Background: an optimization exercise with open tools, aiming at small area. Do not read the settings as production practice. Only simulation tests tie the RTL to the original design; equivalence was not proved. Power is estimated from default activity; no workload was simulated.

==> inputs of run C <==
==> flow/design.v <==
module dbi_classifier (
    input  wire [9:0]  raw,
    input  wire [59:0] center,
    input  wire [59:0] tol,
    input  wire        incl,
    output reg  [2:0]  sym
);
    reg [5:0] hit;
    integer i;
    wire nz = incl | (|raw);
    always @(*) begin : windows
        reg [9:0]  c, t, m;
        reg [10:0] d, tm;
        reg [11:0] a;
        for (i = 0; i < 6; i = i + 1) begin
            c  = center[i*10 +: 10];
            t  = tol[i*10 +: 10];
            d  = {1'b0, raw} - {1'b0, c};           
            m  = d[10] ? (~d[9:0] + 10'd1) : d[9:0];  
            tm = {1'b0, t} - {10'b0, ~incl};         
            hit[i] = !tm[10] && (m <= tm[9:0]) && nz;
        end
    end
    always @(*) begin
        if      (hit[0]) sym = 3'd1;
        else if (hit[1]) sym = 3'd2;
        else if (hit[2]) sym = 3'd3;
        else if (hit[3]) sym = 3'd4;
        else if (hit[4]) sym = 3'd5;
        else if (hit[5]) sym = 3'd6;
        else             sym = 3'd0;
    end
endmodule
module dbi_filter (
    input  wire        clk,
    input  wire        rst,
    input  wire [2:0]  sym,
    input  wire [15:0] n,          
    input  wire        oneshot,
    output reg  [2:0]  stable,
    output wire [2:0]  fout,
    output wire [2:0]  fout_next   
);
    reg  [15:0] run;
    reg         show;
    wire        match       = (sym == stable);
    wire        commit      = !match && (run == n);
    wire [2:0]  stable_next = commit ? sym : stable;
    wire        hide        = oneshot && (stable != 3'd0);
    assign fout_next = hide ? 3'd0 : stable_next;
    assign fout      = show ? stable : 3'd0;
    always @(posedge clk) begin
        show <= !hide;
        if (rst || match || commit)
            run <= 16'd1;
        else
            run <= run + 16'd1;
        if (rst)
            stable <= 3'd0;
        else
            stable <= stable_next;
    end
endmodule
module dbi_encoder (
    input  wire        clk,
    input  wire        tx,         
    input  wire        start,      
    input  wire        load_r,     
    input  wire        load_g,     
    input  wire        vol,        
    input  wire [6:0]  cmd,
    input  wire [6:0]  addr,
    input  wire [15:0] r,
    input  wire [7:0]  g,
    output wire        level,
    output wire        tx_vol,     
    output wire        first,      
    output wire        last,
    output wire        wend
);
    reg  [15:0] u;
    wire        agc     = u[6] & u[5];
    wire [4:0]  bi      = u[6:2];
    wire [7:0]  abits   = {addr, 1'b1};
    wire [7:0]  cbits   = {1'b1, cmd};
    wire        cur_bit = bi[4] | (bi[3] ? cbits[bi[2:0]] : abits[bi[2:0]]);
    wire        fend    = (u[6:0] == 7'd67);
    assign level = agc ? ~(u[4] ^ u[3]) : (u[1] | u[0]);
    assign last  = fend & u[8] & u[7];
    assign wend  = (u == 16'hfffe);
    assign tx_vol = u[9];
    assign first = (u[8:0] == 9'd103);
    wire        skip    = tx & ~agc & ~u[1] & u[0] & ~cur_bit;
    wire        jump    = tx & fend;
    wire [15:0] inc     = (u | {14'd0, skip, 1'b0}) + 16'd1;
    wire [15:0] step    = inc | {10'd0, jump, 3'd0, jump, jump};
    always @(posedge clk) begin
        if (start)
            u <= {~r[15:10], vol, 9'd103};
        else if (load_r)
            u <= ~r;
        else if (load_g)
            u <= {8'hff, ~g};
        else
            u <= step;
    end
endmodule
module debounce_integrator (
    input  wire        clk,             
    input  wire        rst,             
    input  wire [9:0]  raw_sample,
    input  wire [59:0] cfg_center,
    input  wire [59:0] cfg_tol,
    input  wire        cfg_incl,
    input  wire [15:0] cfg_n,
    input  wire        cfg_oneshot,
    input  wire        cfg_held_same,
    input  wire [55:0] cfg_cmd,
    input  wire [6:0]  cfg_addr,
    input  wire [15:0] cfg_repeat,
    input  wire [7:0]  cfg_gap,
    output wire        pin_out,
    output wire [2:0]  stable_out,
    output wire [2:0]  fout_out,
    output wire        busy,
    output wire        cmd_strobe,
    output wire [6:0]  cmd_code
);
    localparam [1:0] MODE_READY = 2'd0,
                     MODE_TX    = 2'd1,
                     MODE_WR    = 2'd2,    
                     MODE_WG    = 2'd3;    
    reg  [1:0] mode;
    reg  [2:0] prev;
    wire       tx_vol;
    wire       tx_first;
    wire [2:0] sym;
    wire [2:0] cur;
    dbi_classifier u_cls (
        .raw    (raw_sample),
        .center (cfg_center),
        .tol    (cfg_tol),
        .incl   (cfg_incl),
        .sym    (sym)
    );
    dbi_filter u_flt (
        .clk       (clk),
        .rst       (rst),
        .sym       (sym),
        .n         (cfg_n),
        .oneshot   (cfg_oneshot),
        .stable    (stable_out),
        .fout      (fout_out),
        .fout_next (cur)
    );
    wire is_tx = (mode == MODE_TX);
    wire tx_level, tx_last, wend;
    wire r_nz  = |cfg_repeat;
    wire g_nz  = |cfg_gap;
    wire tx_end = is_tx & tx_last;
    wire w_end  = mode[1] & wend;
    wire load_r = tx_end & tx_vol & r_nz;
    wire load_g = ((tx_end & ~(tx_vol & r_nz)) | (w_end & ~mode[0])) & g_nz;
    wire eval   = (mode == MODE_READY) | ((tx_end | w_end) & ~load_r & ~load_g);
    wire       edge_det = (cur != prev);
    wire       first    = edge_det | cfg_held_same;
    reg        emit;
    reg  [2:0] idx;
    always @(*) begin
        emit = eval;
        idx  = 3'd0;
        case (cur)
            3'd1: idx = 3'd0;
            3'd2: idx = 3'd1;
            3'd3: begin idx = 3'd2; emit = eval & edge_det; end
            3'd4: idx = first ? 3'd3 : 3'd4;
            3'd5: idx = first ? 3'd5 : 3'd6;
            3'd6: begin idx = 3'd7; emit = eval & edge_det; end
            default: emit = 1'b0;
        endcase
    end
    reg  [2:0] code_idx;
    reg        code_ok;
    assign cmd_code = code_ok ? cfg_cmd[code_idx*7 +: 7] : 7'd0;
    wire       emit_vol  = (cur == 3'd1) | (cur == 3'd2);
    dbi_encoder u_enc (
        .clk    (clk),
        .tx     (is_tx),
        .start  (emit),
        .load_r (load_r),
        .load_g (load_g),
        .vol    (emit_vol),
        .cmd    (cmd_code),
        .addr   (cfg_addr),
        .r      (cfg_repeat),
        .g      (cfg_gap),
        .level  (tx_level),
        .tx_vol (tx_vol),
        .first  (tx_first),
        .last   (tx_last),
        .wend   (wend)
    );
    always @(posedge clk) begin
        if (rst) begin
            mode       <= MODE_READY;
            prev       <= 3'd0;
            code_ok    <= 1'b0;
        end else begin
            if (eval)
                prev <= cur;
            if (emit) begin
                mode     <= MODE_TX;
                code_idx <= idx;
                code_ok  <= 1'b1;
            end else if (eval)
                mode <= MODE_READY;
            else if (load_r)
                mode <= MODE_WR;
            else if (load_g)
                mode <= MODE_WG;
        end
    end
    assign cmd_strobe = is_tx & tx_first;
    assign busy    = (mode != MODE_READY);
    assign pin_out = ~is_tx | tx_level;
endmodule
==> flow/flow/run.sh <==
#!/bin/bash
# Layout flow: the standard synthesis, then the combinational logic between
# the standard synthesis's registers is re-mapped for area with ABC (registers,
# their cells and names untouched; the result is proven equivalent to the
# standard netlist), then the standard ORFS flow from floorplan to finish, with
# the smallest buffer cell on the ports and small clock buffers. ABC runs with
# four seeds and the smallest result is kept.
set -euo pipefail
HERE=$(pwd)
RES=$HERE/orfs/results/$FLOW_PLATFORM/debounce_integrator/base
LOGD=$HERE/orfs/logs/$FLOW_PLATFORM/debounce_integrator/base
LIB=$FLOW_HOME/platforms/$FLOW_PLATFORM/lib/sky130_fd_sc_hd__tt_025C_1v80.lib
SEQ="sky130_fd_sc_hd__*df* sky130_fd_sc_hd__*dl* sky130_fd_sc_hd__conb_1"

bash standard.sh synth > synth_std.log 2>&1
cp $RES/1_2_yosys.v std_synth.v
DU=$(grep -o -- '-dont_use [^ ]*' $LOGD/1_2_yosys.log | sort -u | tr '\n' ' ')

# four ABC runs, each two or three rounds of deepsyn with different seeds;
# keep the smallest netlist
resyn() {
  local S=$1
  cat > resyn$S.ys <<EOY
read_liberty -ignore_miss_func $LIB
read_verilog std_synth.v
hierarchy -top $FLOW_TOP
blackbox $SEQ
flatten
rename -hide w:*.*
opt_clean -purge
abc -script $HERE/flow/area$S.abc -liberty $LIB $DU
opt_clean -purge
hilomap -singleton -hicell sky130_fd_sc_hd__conb_1 HI -locell sky130_fd_sc_hd__conb_1 LO
insbuf -buf sky130_fd_sc_hd__buf_1 A X
splitnets
opt_clean -purge
tee -o resyn$S.stat stat -liberty $LIB
write_verilog -noattr -nohex -nodec -selected resyn$S.v
EOY
  yosys -l resyn$S.log -s resyn$S.ys > /dev/null
}
for S in 0 1 2 3; do resyn $S & done
wait
BEST=$(for S in 0 1 2 3; do [ -s resyn$S.stat ] && grep -q "Chip area" resyn$S.stat && echo "$(grep 'Chip area' resyn$S.stat | awk '{print $NF}') $S"; done | sort -g | head -1 | awk '{print $2}')
echo "best resynthesis: $BEST" > resyn_pick.log
cat resyn*.stat | grep 'Chip area' >> resyn_pick.log
cp resyn$BEST.v resyn.v

cat > equiv.ys <<EOY
read_liberty -ignore_miss_func $LIB
blackbox $SEQ
read_verilog std_synth.v
rename $FLOW_TOP gold
read_verilog resyn.v
rename $FLOW_TOP gate
flatten gold gate
expose -evert gold/t:sky130_fd_sc_hd__*df* gate/t:sky130_fd_sc_hd__*df*
miter -equiv -flatten -make_assert gold gate miter
hierarchy -top miter
sat -verify -prove-asserts miter
EOY
yosys -l equiv.log -s equiv.ys > /dev/null

cp resyn.v $RES/1_2_yosys.v
rm -f $RES/1_synth.odb $RES/1_synth.sdc
bash standard.sh BUFFER_PORTS_ARGS="-buffer_cell sky130_fd_sc_hd__buf_1" CTS_ARGS="-sink_clustering_enable -repair_clock_nets -dont_use_dummy_load -buf_list {sky130_fd_sc_hd__clkbuf_4 sky130_fd_sc_hd__clkbuf_8}" finish > flow_std.log 2>&1
==> flow/flow/area0.abc <==
strash
&get -n
&fraig -x
&deepsyn -T 60 -S 0
&deepsyn -T 60 -S 3
&put
strash
&get -n
&dch -f
&nf -R 1000 -p -C 32 -F 8 -A 8
&put
==> flow/flow/area1.abc <==
strash
&get -n
&fraig -x
&deepsyn -T 60 -S 0
&deepsyn -T 60 -S 3
&deepsyn -T 60 -S 5
&put
strash
&get -n
&dch -f
&nf -R 1000 -p -C 32 -F 8 -A 8
&put
==> flow/flow/area2.abc <==
strash
&get -n
&fraig -x
&deepsyn -T 60 -S 0
&deepsyn -T 60 -S 1
&put
strash
&get -n
&dch -f
&nf -R 1000 -p -C 32 -F 8 -A 8
&put
==> flow/flow/area3.abc <==
strash
&get -n
&fraig -x
&deepsyn -T 60 -S 0
&deepsyn -T 60 -S 2
&put
strash
&get -n
&dch -f
&nf -R 1000 -p -C 32 -F 8 -A 8
&put
==> flow/standard.sh <==
#!/bin/bash
# synth_recipe.tcl (not shown) runs the flow's synth.tcl, then flattens the netlist and writes it again
# the make line also repeats each setting of config.mk as NAME=value (left out here)
make -C /OpenROAD-flow-scripts/flow DESIGN_CONFIG=/design/flow/config.mk WORK_HOME=/design/flow/orfs CLKGATE_MAP_FILE= SYNTH_SCRIPT=/design/flow/synth_recipe.tcl "${@:-finish}"
==> flow/config.mk <==
export PLATFORM = sky130hd
export DESIGN_NAME = debounce_integrator
export DESIGN_NICKNAME = debounce_integrator
export VERILOG_FILES = /design/flow/design.v
export SDC_FILE = /design/flow/constraint.sdc
export NUM_CORES = 4
export LEC_CHECK = 0
export ABC_AREA = 1
export CAP_MARGIN = 20
export CORE_AREA = 2 2 117.285 117.285
export DIE_AREA = 0 0 119.285 119.285
export GPL_TIMING_DRIVEN = 0
export SLEW_MARGIN = 20
==> flow/constraint.sdc <==
create_clock -name core_clock -period 15.0 [get_ports {clk}]
set_input_delay 3.0000 -clock core_clock [delete_from_list [all_inputs] [get_ports {clk}]]
set_output_delay 3.0000 -clock core_clock [all_outputs]
set_load 0.01 [all_outputs]
==> inputs of run E, as changes to run C <==
--- a/flow/design.v
+++ b/flow/design.v
@@ -98,3 +98,3 @@
         if (start)
-            u <= {~r[15:10], vol, 9'd103};
+            u <= {step[15:10], vol, 9'd103};
         else if (load_r)
--- a/flow/flow/run.sh
+++ b/flow/flow/run.sh
@@ -18,4 +18,3 @@
 
-# four ABC runs, each two or three rounds of deepsyn with different seeds;
-# keep the smallest netlist
+# four ABC runs with different seeds; keep the smallest netlist
 resyn() {
==> flow/flow/area0.abc (replaced) <==
strash
&get -n
&fraig -x
&deepsyn -T 60 -S 0
&put
strash
&get -n
&dch -f
&nf -R 1000 -p -C 32 -F 8 -A 8
&put
==> flow/flow/area1.abc (replaced) <==
strash
&get -n
&fraig -x
&deepsyn -T 60 -S 1
&put
strash
&get -n
&dch -f
&nf -R 1000 -p -C 32 -F 8 -A 8
&put
==> flow/flow/area2.abc (replaced) <==
strash
&get -n
&fraig -x
&deepsyn -T 60 -S 2
&put
strash
&get -n
&dch -f
&nf -R 1000 -p -C 32 -F 8 -A 8
&put
==> flow/flow/area3.abc (replaced) <==
strash
&get -n
&fraig -x
&deepsyn -T 60 -S 3
&put
strash
&get -n
&dch -f
&nf -R 1000 -p -C 32 -F 8 -A 8
&put
Settings changed: ABC_AREA 1 to unset, GPL_TIMING_DRIVEN 0 to unset.
==> qor summary <==
| quantity | run C | run E |
|---|---|---|
| Min Clock Period, post-route | 11.34 ns | 11.32 ns |
| Synthesized Nets | 1081 | 1072 |
| Post-layout utilization of the core | 0.548 | 0.550 |
| Reported net switching power | 206 µW | 225 µW |
| Worst Clk Skew | 0.0159 ns | 0.0151 ns |
| First-pass DRT Iterations | 7 | 6 |
| Period Utilization, post-route | 0.756 | 0.755 |
| Max Clock Freq | 88.2 MHz | 88.3 MHz |
| Comb power | 277 µW | 303 µW |
| Worst setup slack after layout | 3.66 ns | 3.68 ns |
| Via count of the routed design | 7040 | 7001 |
| Signal buffers | 254 | 260 |
| Result of the run | no timing/DRC/antenna violations | no timing/DRC/antenna violations |
| Clock latency at the later pin of the worst-skew pair | 0.30 ns | 0.29 ns |
| Number of nets at the end of the flow | 1342 | 1338 |
| Depth of the most critical reg-to-reg path | 18 | 17 |
| Share of cells above drive strength 1 | 0.00544 | 0.0118 |
| Fraction of area in multi-input gates | 0.671 | 0.664 |
| Seq group | 153 µW | 158 µW |
| Internal cell power | 292 µW | 303 µW |
| Part of the total power dissipated in the clock network | 0.137 | 0.127 |
| Cell type of the slowest stage on the worst timing path | sky130_fd_sc_hd__o21ai_1 | sky130_fd_sc_hd__a21oi_1 |

## what the ideal ports hide
The results above use ideal ports. As a check the final layouts listed here were re-extracted and re-timed, cells and wires unchanged.
Step 1: set_driving_cell puts a clkbuf_16 on clk and a buf_2 on each other input, an assumption about the parent block.
Step 2 times the ports against the registers' clock, not the clock port: input delays grow and output delays shrink by t, the midpoint of the rising clock arrivals with the driver on.
Slacks: ideal ports / drivers / drivers and shift; pairs: ideal ports / drivers.
run	t, ns	setup WS [ns]	worst hold slack (ns)
run C	0.320	3.661 / 3.669 / 3.349	0.468 / 0.468 / 0.468
run E	0.316	3.680 / 3.691 / 3.375	0.471 / 0.471 / 0.471
After both steps setup and hold are still met in every run listed. The setup slack of run C, which loses most, moves by +0.008 ns with the drivers and by -0.312 ns with both steps.
